Background: an optimization exercise with open tools, aiming at small area. Do not read the settings as production practice. In this exercise RTL edits were held to simulation tests only and were not proved equivalent to the original. Power and IR drop assume default switching activity.

==> flow/design.v <==
module crc8_x2 (
    input  wire a,
    input  wire b,
    output wire y
);
    assign y = a ^ b;
endmodule
module crc8_24 (
    input  wire [23:0] msg,
    output wire [7:0]  crc
);
    wire [47:0] t;
    crc8_x2 u0 (.a(msg[14]), .b(msg[18]), .y(t[0]));
    crc8_x2 u1 (.a(msg[6]), .b(msg[12]), .y(t[1]));
    crc8_x2 u2 (.a(msg[15]), .b(msg[20]), .y(t[2]));
    crc8_x2 u3 (.a(msg[16]), .b(msg[21]), .y(t[3]));
    crc8_x2 u4 (.a(msg[0]), .b(t[1]), .y(t[4]));
    crc8_x2 u5 (.a(msg[17]), .b(msg[22]), .y(t[5]));
    crc8_x2 u6 (.a(msg[23]), .b(t[0]), .y(t[6]));
    crc8_x2 u7 (.a(msg[13]), .b(t[5]), .y(t[7]));
    crc8_x2 u8 (.a(msg[11]), .b(msg[18]), .y(t[8]));
    crc8_x2 u9 (.a(msg[9]), .b(msg[16]), .y(t[9]));
    crc8_x2 u10 (.a(msg[5]), .b(t[8]), .y(t[10]));
    crc8_x2 u11 (.a(msg[10]), .b(msg[19]), .y(t[11]));
    crc8_x2 u12 (.a(msg[4]), .b(msg[17]), .y(t[12]));
    crc8_x2 u13 (.a(t[2]), .b(t[10]), .y(t[13]));
    crc8_x2 u14 (.a(msg[14]), .b(t[11]), .y(t[14]));
    crc8_x2 u15 (.a(msg[3]), .b(t[9]), .y(t[15]));
    crc8_x2 u16 (.a(msg[8]), .b(msg[15]), .y(t[16]));
    crc8_x2 u17 (.a(msg[1]), .b(t[7]), .y(t[17]));
    crc8_x2 u18 (.a(t[4]), .b(t[17]), .y(t[18]));
    crc8_x2 u19 (.a(msg[2]), .b(t[16]), .y(t[19]));
    crc8_x2 u20 (.a(t[12]), .b(t[14]), .y(t[20]));
    crc8_x2 u21 (.a(t[3]), .b(t[6]), .y(t[21]));
    crc8_x2 u22 (.a(msg[13]), .b(t[15]), .y(t[22]));
    crc8_x2 u23 (.a(msg[7]), .b(msg[8]), .y(t[23]));
    crc8_x2 u24 (.a(t[23]), .b(msg[19]), .y(t[24]));
    crc8_x2 u25 (.a(t[24]), .b(t[4]), .y(t[25]));
    crc8_x2 u26 (.a(t[25]), .b(t[21]), .y(t[26]));
    crc8_x2 u27 (.a(msg[9]), .b(t[2]), .y(t[27]));
    crc8_x2 u28 (.a(t[27]), .b(t[18]), .y(t[28]));
    crc8_x2 u29 (.a(t[28]), .b(t[21]), .y(t[29]));
    crc8_x2 u30 (.a(msg[10]), .b(t[18]), .y(t[30]));
    crc8_x2 u31 (.a(t[30]), .b(t[19]), .y(t[31]));
    crc8_x2 u32 (.a(msg[1]), .b(msg[2]), .y(t[32]));
    crc8_x2 u33 (.a(t[32]), .b(msg[7]), .y(t[33]));
    crc8_x2 u34 (.a(t[33]), .b(msg[11]), .y(t[34]));
    crc8_x2 u35 (.a(t[34]), .b(t[6]), .y(t[35]));
    crc8_x2 u36 (.a(t[35]), .b(t[22]), .y(t[36]));
    crc8_x2 u37 (.a(msg[3]), .b(msg[12]), .y(t[37]));
    crc8_x2 u38 (.a(t[37]), .b(t[19]), .y(t[38]));
    crc8_x2 u39 (.a(t[38]), .b(t[20]), .y(t[39]));
    crc8_x2 u40 (.a(msg[4]), .b(t[13]), .y(t[40]));
    crc8_x2 u41 (.a(t[40]), .b(t[22]), .y(t[41]));
    crc8_x2 u42 (.a(msg[5]), .b(t[1]), .y(t[42]));
    crc8_x2 u43 (.a(t[42]), .b(t[3]), .y(t[43]));
    crc8_x2 u44 (.a(t[43]), .b(t[20]), .y(t[44]));
    crc8_x2 u45 (.a(msg[6]), .b(msg[7]), .y(t[45]));
    crc8_x2 u46 (.a(t[45]), .b(t[7]), .y(t[46]));
    crc8_x2 u47 (.a(t[46]), .b(t[13]), .y(t[47]));
    assign crc[0] = t[26];
    assign crc[1] = t[29];
    assign crc[2] = t[31];
    assign crc[3] = t[36];
    assign crc[4] = t[39];
    assign crc[5] = t[41];
    assign crc[6] = t[44];
    assign crc[7] = t[47];
endmodule
module cg_ld (
    input  wire ld,
    input  wire d,
    input  wire keep,
    input  wire q,
    output wire y
);
    assign y = (ld & d) | (keep & q);
endmodule
module cg_ao (
    input  wire a,
    input  wire b,
    input  wire c,
    output wire y
);
    assign y = a | (b & c);
endmodule
module cg_nor4 (
    input  wire a,
    input  wire b,
    input  wire c,
    input  wire d,
    output wire y
);
    assign y = ~(a | b | c | d);
endmodule
module cg_ctl (
    input  wire       issue,
    input  wire       rst,
    input  wire [3:0] op,
    output wire       keep,    
    output wire       ld,      
    output wire       ld_hi,   
    output wire       ld_31,   
    output wire       ld_ve    
);
    wire op_crc8 = (op == 4'h1);
    wire op_ve   = (op == 4'h3) | (op == 4'h4);
    assign keep  = ~issue & ~rst;
    assign ld    = issue & ~rst;
    assign ld_hi = ld & (op_crc8 | (op == 4'h2) | op_ve);
    assign ld_31 = ld & (op_crc8 | op_ve);
    assign ld_ve = ld & op_ve;
endmodule
module cg_cls (
    input  wire [3:0] op,
    input  wire       has,
    output wire       cb,      
    output wire       ve,      
    output wire       ill      
);
    assign cb  = (op == 4'h1) | (op == 4'h2);
    assign ve  = (op == 4'h3) | (op == 4'h4);
    assign ill = has & ~cb & ~ve;
endmodule
module cg_flags (
    input  wire ve,
    input  wire f31,
    input  wire addr,
    input  wire z0,           
    input  wire z1,           
    output wire valid,
    output wire sts,
    output wire crc_ok
);
    assign sts    = ve & f31;
    assign crc_ok = ve & z0 & z1;
    assign valid  = f31 & addr & crc_ok;
endmodule
module cg_has (
    input  wire rst,
    input  wire issue,
    input  wire q,
    output wire y
);
    assign y = ~rst & (issue | q);
endmodule
module cg_addr (
    input  wire ld_ve,
    input  wire z0,
    input  wire z1,
    input  wire keep,
    input  wire q,
    output wire y
);
    assign y = (ld_ve & z0 & z1) | (keep & q);
endmodule
module cg_nor3 (
    input  wire a,
    input  wire b,
    input  wire c,
    output wire y
);
    assign y = ~(a | b | c);
endmodule
module crc8_codec (
    input  wire        clk,
    input  wire        rst,       
    input  wire        issue,
    input  wire [47:0] cmd,
    output wire [7:0]  rstat,
    output wire [3:0]  rop,
    output wire [7:0]  rcrc,
    output wire [31:0] rframe
);
    wire [3:0]  op = cmd[47:44];
    wire [6:0]  ea = cmd[38:32];
    wire [31:0] pl = cmd[31:0];
    wire keep, ld, ld_hi, ld_31, ld_ve;
    cg_ctl u_ctl (.issue(issue), .rst(rst), .op(op), .keep(keep), .ld(ld),
                  .ld_hi(ld_hi), .ld_31(ld_31), .ld_ve(ld_ve));
    reg        has_q, addr_q;
    reg [3:0]  op_q;
    reg [31:0] f_q;               
    wire [31:0] f_ldsel = {ld_31, {23{ld_hi}}, {8{ld_ve}}};
    wire [31:0] f_d;
    wire [3:0]  op_d;
    cg_ld u_f [31:0] (.ld(f_ldsel), .d(pl), .keep(keep), .q(f_q), .y(f_d));
    cg_ld u_op [3:0] (.ld(ld), .d(op), .keep(keep), .q(op_q), .y(op_d));
    wire [6:0] ea_x;
    wire       ea_z0, ea_z1, has_d, addr_d;
    crc8_x2 u_ea [6:0] (.a(pl[30:24]), .b(ea), .y(ea_x));
    cg_nor4 u_ea0 (.a(ea_x[0]), .b(ea_x[1]), .c(ea_x[2]), .d(ea_x[3]), .y(ea_z0));
    cg_nor3 u_ea1 (.a(ea_x[4]), .b(ea_x[5]), .c(ea_x[6]), .y(ea_z1));
    cg_addr u_addr (.ld_ve(ld_ve), .z0(ea_z0), .z1(ea_z1), .keep(keep), .q(addr_q), .y(addr_d));
    cg_has  u_has (.rst(rst), .issue(issue), .q(has_q), .y(has_d));
    always @(posedge clk) begin
        has_q  <= has_d;
        addr_q <= addr_d;
        op_q   <= op_d;
        f_q    <= f_d;
    end
    wire [7:0] crc;
    crc8_24 u_crc (.msg(f_q[31:8]), .crc(crc));
    wire q_cb, q_ve, q_ill;
    cg_cls u_cls (.op(op_q), .has(has_q), .cb(q_cb), .ve(q_ve), .ill(q_ill));
    wire [7:0] syn;
    wire       syn_z0, syn_z1;
    crc8_x2 u_syn [7:0] (.a(f_q[7:0]), .b(crc), .y(syn));
    cg_nor4 u_syn0 (.a(syn[0]), .b(syn[1]), .c(syn[2]), .d(syn[3]), .y(syn_z0));
    cg_nor4 u_syn1 (.a(syn[4]), .b(syn[5]), .c(syn[6]), .d(syn[7]), .y(syn_z1));
    wire valid, sts_ok, crc_ok;
    cg_flags u_flags (.ve(q_ve), .f31(f_q[31]), .addr(addr_q), .z0(syn_z0), .z1(syn_z1),
                      .valid(valid), .sts(sts_ok), .crc_ok(crc_ok));
    wire [7:0] low;
    cg_ao u_low [7:0] (.a(f_q[7:0]), .b(crc), .c(q_cb), .y(low));
    assign rstat  = {has_q, q_ill, valid, sts_ok, addr_q, crc_ok, 2'b00};
    assign rop    = op_q;
    assign rcrc   = crc;
    assign rframe = {f_q[31:8], low};
endmodule
==> flow/flow/run.sh <==
#!/bin/bash
# The standard layout, with three changes: logic cells from synthesis start at
# drive strength 1 (repair_design sizes up where needed), the smallest buffer
# on the ports, and a clock tree without dummy loads.
set -euo pipefail
R=orfs/results/sky130hd/crc8_codec/base
ARGS=("BUFFER_PORTS_ARGS=-buffer_cell sky130_fd_sc_hd__buf_1"
      "CTS_ARGS=-sink_clustering_enable -repair_clock_nets -dont_use_dummy_load")
bash standard.sh "${ARGS[@]}" synth > flow_synth.log 2>&1
python3 flow/downsize.py $R/1_2_yosys.v > flow_downsize.log 2>&1
rm -f $R/1_synth.odb $R/1_synth.sdc
bash standard.sh "${ARGS[@]}" finish > flow_make.log 2>&1
==> flow/flow/downsize.py <==
# Replace every logic cell in the synthesized netlist by the drive-strength-1
# variant of the same cell (same function and pins), where the library has one.
# Synthesis sizes cells for an unknown load; the placer's repair_design sizes
# up again wherever a real net needs it. Flip-flops are left as they are.
import os, re, sys
lib = os.path.join(os.environ["FLOW_HOME"], "platforms/sky130hd/lib/sky130_fd_sc_hd__tt_025C_1v80.lib")
cells = set(re.findall(r'cell\s*\(\s*"?sky130_fd_sc_hd__(\w+?)"?\s*\)', open(lib).read()))
path = sys.argv[1]
text = open(path).read()
n = 0
def sub(m):
    global n
    base, size = m.group(1), m.group(2)
    if base.startswith(("df", "edf", "sdf", "dl", "clk", "buf", "conb", "tap", "fill", "decap", "lpflow")):
        return m.group(0)
    if size != "1" and base + "_1" in cells:
        n += 1
        return "sky130_fd_sc_hd__" + base + "_1 "
    return m.group(0)
text = re.sub(r'\bsky130_fd_sc_hd__([a-z0-9]+)_(\d+) ', sub, text)
open(path, "w").write(text)
print("downsized", n, "cells")
==> flow/standard.sh <==
#!/bin/bash
# synth_recipe.tcl (not shown) runs the flow's synth.tcl, then flattens the netlist and writes it again
# the make line also repeats each setting of config.mk as NAME=value (left out here)
make -C /OpenROAD-flow-scripts/flow DESIGN_CONFIG=/design/flow/config.mk WORK_HOME=/design/flow/orfs CLKGATE_MAP_FILE= SYNTH_SCRIPT=/design/flow/synth_recipe.tcl "${@:-finish}"
==> flow/config.mk <==
export PLATFORM = sky130hd
export DESIGN_NAME = crc8_codec
export DESIGN_NICKNAME = crc8_codec
export VERILOG_FILES = /design/flow/design.v
export SDC_FILE = /design/flow/constraint.sdc
export NUM_CORES = 4
export LEC_CHECK = 0
export CAP_MARGIN = 20
export CORE_MARGIN = 2
export CORE_UTILIZATION = 40
export PLACE_DENSITY = 0.6
export SLEW_MARGIN = 20
export SYNTH_HIERARCHICAL = 1
==> flow/constraint.sdc <==
create_clock -name core_clock -period 5.0 [get_ports {clk}]
set_input_delay 1.0000 -clock core_clock [delete_from_list [all_inputs] [get_ports {clk}]]
set_output_delay 1.0000 -clock core_clock [all_outputs]
set_load 0.01 [all_outputs]
==> summary.txt <==
==> critical path: stages (launching register included) <==
cell and delay (ps):
dfxtp_1 400, xor2_1 190, xor2_1 280, xor2_1 210, xor2_1 260, xor2_1 190
xor2_1 320, xor2_1 110, nor4_1 450, and4_1 250, buf_1 150
==> layer usage <==
| metal | wire length, microns | GRT usage | share of wire |
|---|---|---|---|
| met2 | 2000 | 0.247 | 0.45 |
| met4 | 15 | 0.0321 | 0.0034 |
| met1 | 2140 | 0.191 | 0.48 |
| met3 | 312 | 0.0442 | 0.070 |
| met5 | 0 | 0 | 0 |
==> placed cells by master, fill, tap and decap left out <==
cell / n
conb_1: 2
buf_4: 1
clkbuf_8: 5
a21o_1: 8
buf_1: 95
o31a_1: 1
and2_1: 1
o21ba_1: 1
a21oi_2: 1
and3_1: 1
o21a_1: 1
nor4_1: 3
a22o_1: 36
nand3b_1: 2
nor3_1: 3
xor2_1: 63
a21oi_1: 3
a32o_1: 1
nor2_2: 1
or3b_1: 3
and4_1: 1
nor2b_1: 1
xnor2_1: 1
o21bai_1: 1
dfxtp_1: 38
or2b_1: 1
==> registers in the layout, indices dropped and copies added, names as in the netlist <==
register and cells:
addr_q 1, has_q 1, op_q 4, f_q 32
==> worst min path at each step <==
stage | start | end | slack (ps)
2_1_floorplan | addr_q | addr_q | 460
3_3_place_gp | has_q | has_q | 490
3_5_place_dp | has_q | has_q | 500
4_1_cts | has_q | has_q | 520
5_1_grt | f_q[5] | f_q[5] | 540
6_report | has_q | has_q | 510
==> layout make-up <==
class                   count  area, sq um
flip-flops and latches     38          761
multi-input cells         136         1130
well taps                  70         87.6
fillers                   545         2760
repair buffers             96          364
clock buffers               5         68.8
==> report_power, final <==
group          total, W  switching [W]  internal [W]
Combinational  0.000158      0.0000942     0.0000641
Sequential     0.000322      0.0000110      0.000311
Clock          0.000180      0.0000907     0.0000897
Total          0.000661       0.000196      0.000465
==> metrics by stage <==
| step | hold WS [ps] | total power (W) | cell area (sq um) | util | instances |
|---|---|---|---|---|---|
| after CTS | 516 | 0.000674 | 2410 | 0.466 | 345 |
| after global placement | 489 | 0.000489 | 2340 | 0.452 | 340 |
| after global routing | 544 | 0.000705 | 2410 | 0.466 | 345 |
| after floorplan | 457 | 0.000464 | 2180 | - | 214 |
| after detailed placement | 501 | 0.000490 | 2340 | 0.452 | 340 |
| final | 507 | 0.000661 | 2410 | 0.466 | 345 |
==> impl_results.md <==
* Postcts setup bufs at 0
* Syn_area_per_cell at 10.2 sq um
* VDD IR-drop max at 0.122 mV
* Starting density of the core at 0.421
* Worst Hold Class: reg2reg
* Fmax at 243 MHz
* Crit path launch: f_q[25]
* DP Worst Slack at 1130 ps
* Routed Antenna Nets at 0
* Worst-Skew Late Latency at 280 ps
* Setup TNS at 0 ps
* Gr ovfl total at 0
* Clk root buf: clkbuf_8
* WL/cell at 13.0 microns
* Setup ws final at 893 ps
* Flop-to-flop setup slack at 4330 ps
* Ys Warns at 7
* Worst-case clock skew at 0 ps
* DRC Markers at 0
* Hold Crit Depth at 1
* GR Util All Layers at 0.149
* RSZ-0062 raised after global routing: no
* First-pass GRT wire length at 7.20 mm
* Clk buf depth at 2
* Reg2reg path depth at 1
* CTS tree: yes
* Initial antenna violation count at 0
* Clk pin slew, worst setup/hold paths at 70 ps
* Period minus WS final at 4110 ps
* Reg2reg start: op_q[0]
* Full die area at 6050 sq um
* ANT cells at 0
* Status: complete, no violations
* Max-slew violations at 0
* Pre-antenna DRT Iters at 4
* Vias per std cell at 4.70
* Slew @ Worst Pin at 1030 ps
* Fin. Hold Viols at 0
* Row Count at 26
* Static Leak at 1.22 nW
* Power Density at 274 nW/um^2
* Crit path kind: reg2out
* Number of clock sinks at 38
* Layout cells sized above 1 at 0.0291
* Vias in the first global route at 1521
* Critical Path End Type: output pin
* End of the worst register-to-register path: op_q[0]
* Width of the die at 77.8 microns
* Routed wire length at 4.47 mm
* Max-cap viol count at 0
* I/O pin count at 103
* Post_cts resized at 0
* TritonCTS Buffers at 5
* Mapped Cells at 213
* Crit path to: rstat[5]
* Layout overhead on the synthesized area at 10.6%
* Die Ht at 77.8 microns
* Synth Cell Area at 2180 sq um
* # hold bufs at CTS at 0
* Rel. slew slack at 0.312
* Core Region at 5170 sq um
* Routed vias at 1623
* Nets@finish at 328
* Setup crit start kind: flop
* Routability congestion estimate at 0.748
* Largest net degree at the start of global routing at 38
* Initial DRC count at 20
* Required @ worst endpoint at 4000 ps
* H-tree depth at 2
* Setup-failing EPs final at 0
* Crit path DAT at 3110 ps
* Period utilization at 0.821
* Crit Path Max Fanout at 4
* IO buf count at 95
* Post-detail-place hpwl at 3.52 mm

re-timing with driven ports:
The flow's constraints put no driver on any port. The routed layout listed below was extracted and timed again, unchanged, in two steps. Step 1, drivers: a clkbuf_16 drives clk and a buf_2 each remaining input, both assumed. Step 2 times the ports against the registers' clock, not the clock port: input delays grow and output delays shrink by t, the midpoint of the rising clock arrivals with the driver on. a / b / c = ideal / step 1 / step 2; a / b = the first two.
t, ns: 0.300
slack for setup (ns): 0.893 / 0.867 / 1.167
worst hold slack (ns): 0.507 / 0.507 / 0.507
worst register clock-pin slew, ns: 0.07 / 0.07
After both steps setup and hold are still met in this run. For this run, drivers alone change the setup slack by -0.026 ns; drivers and shift together by +0.274 ns.
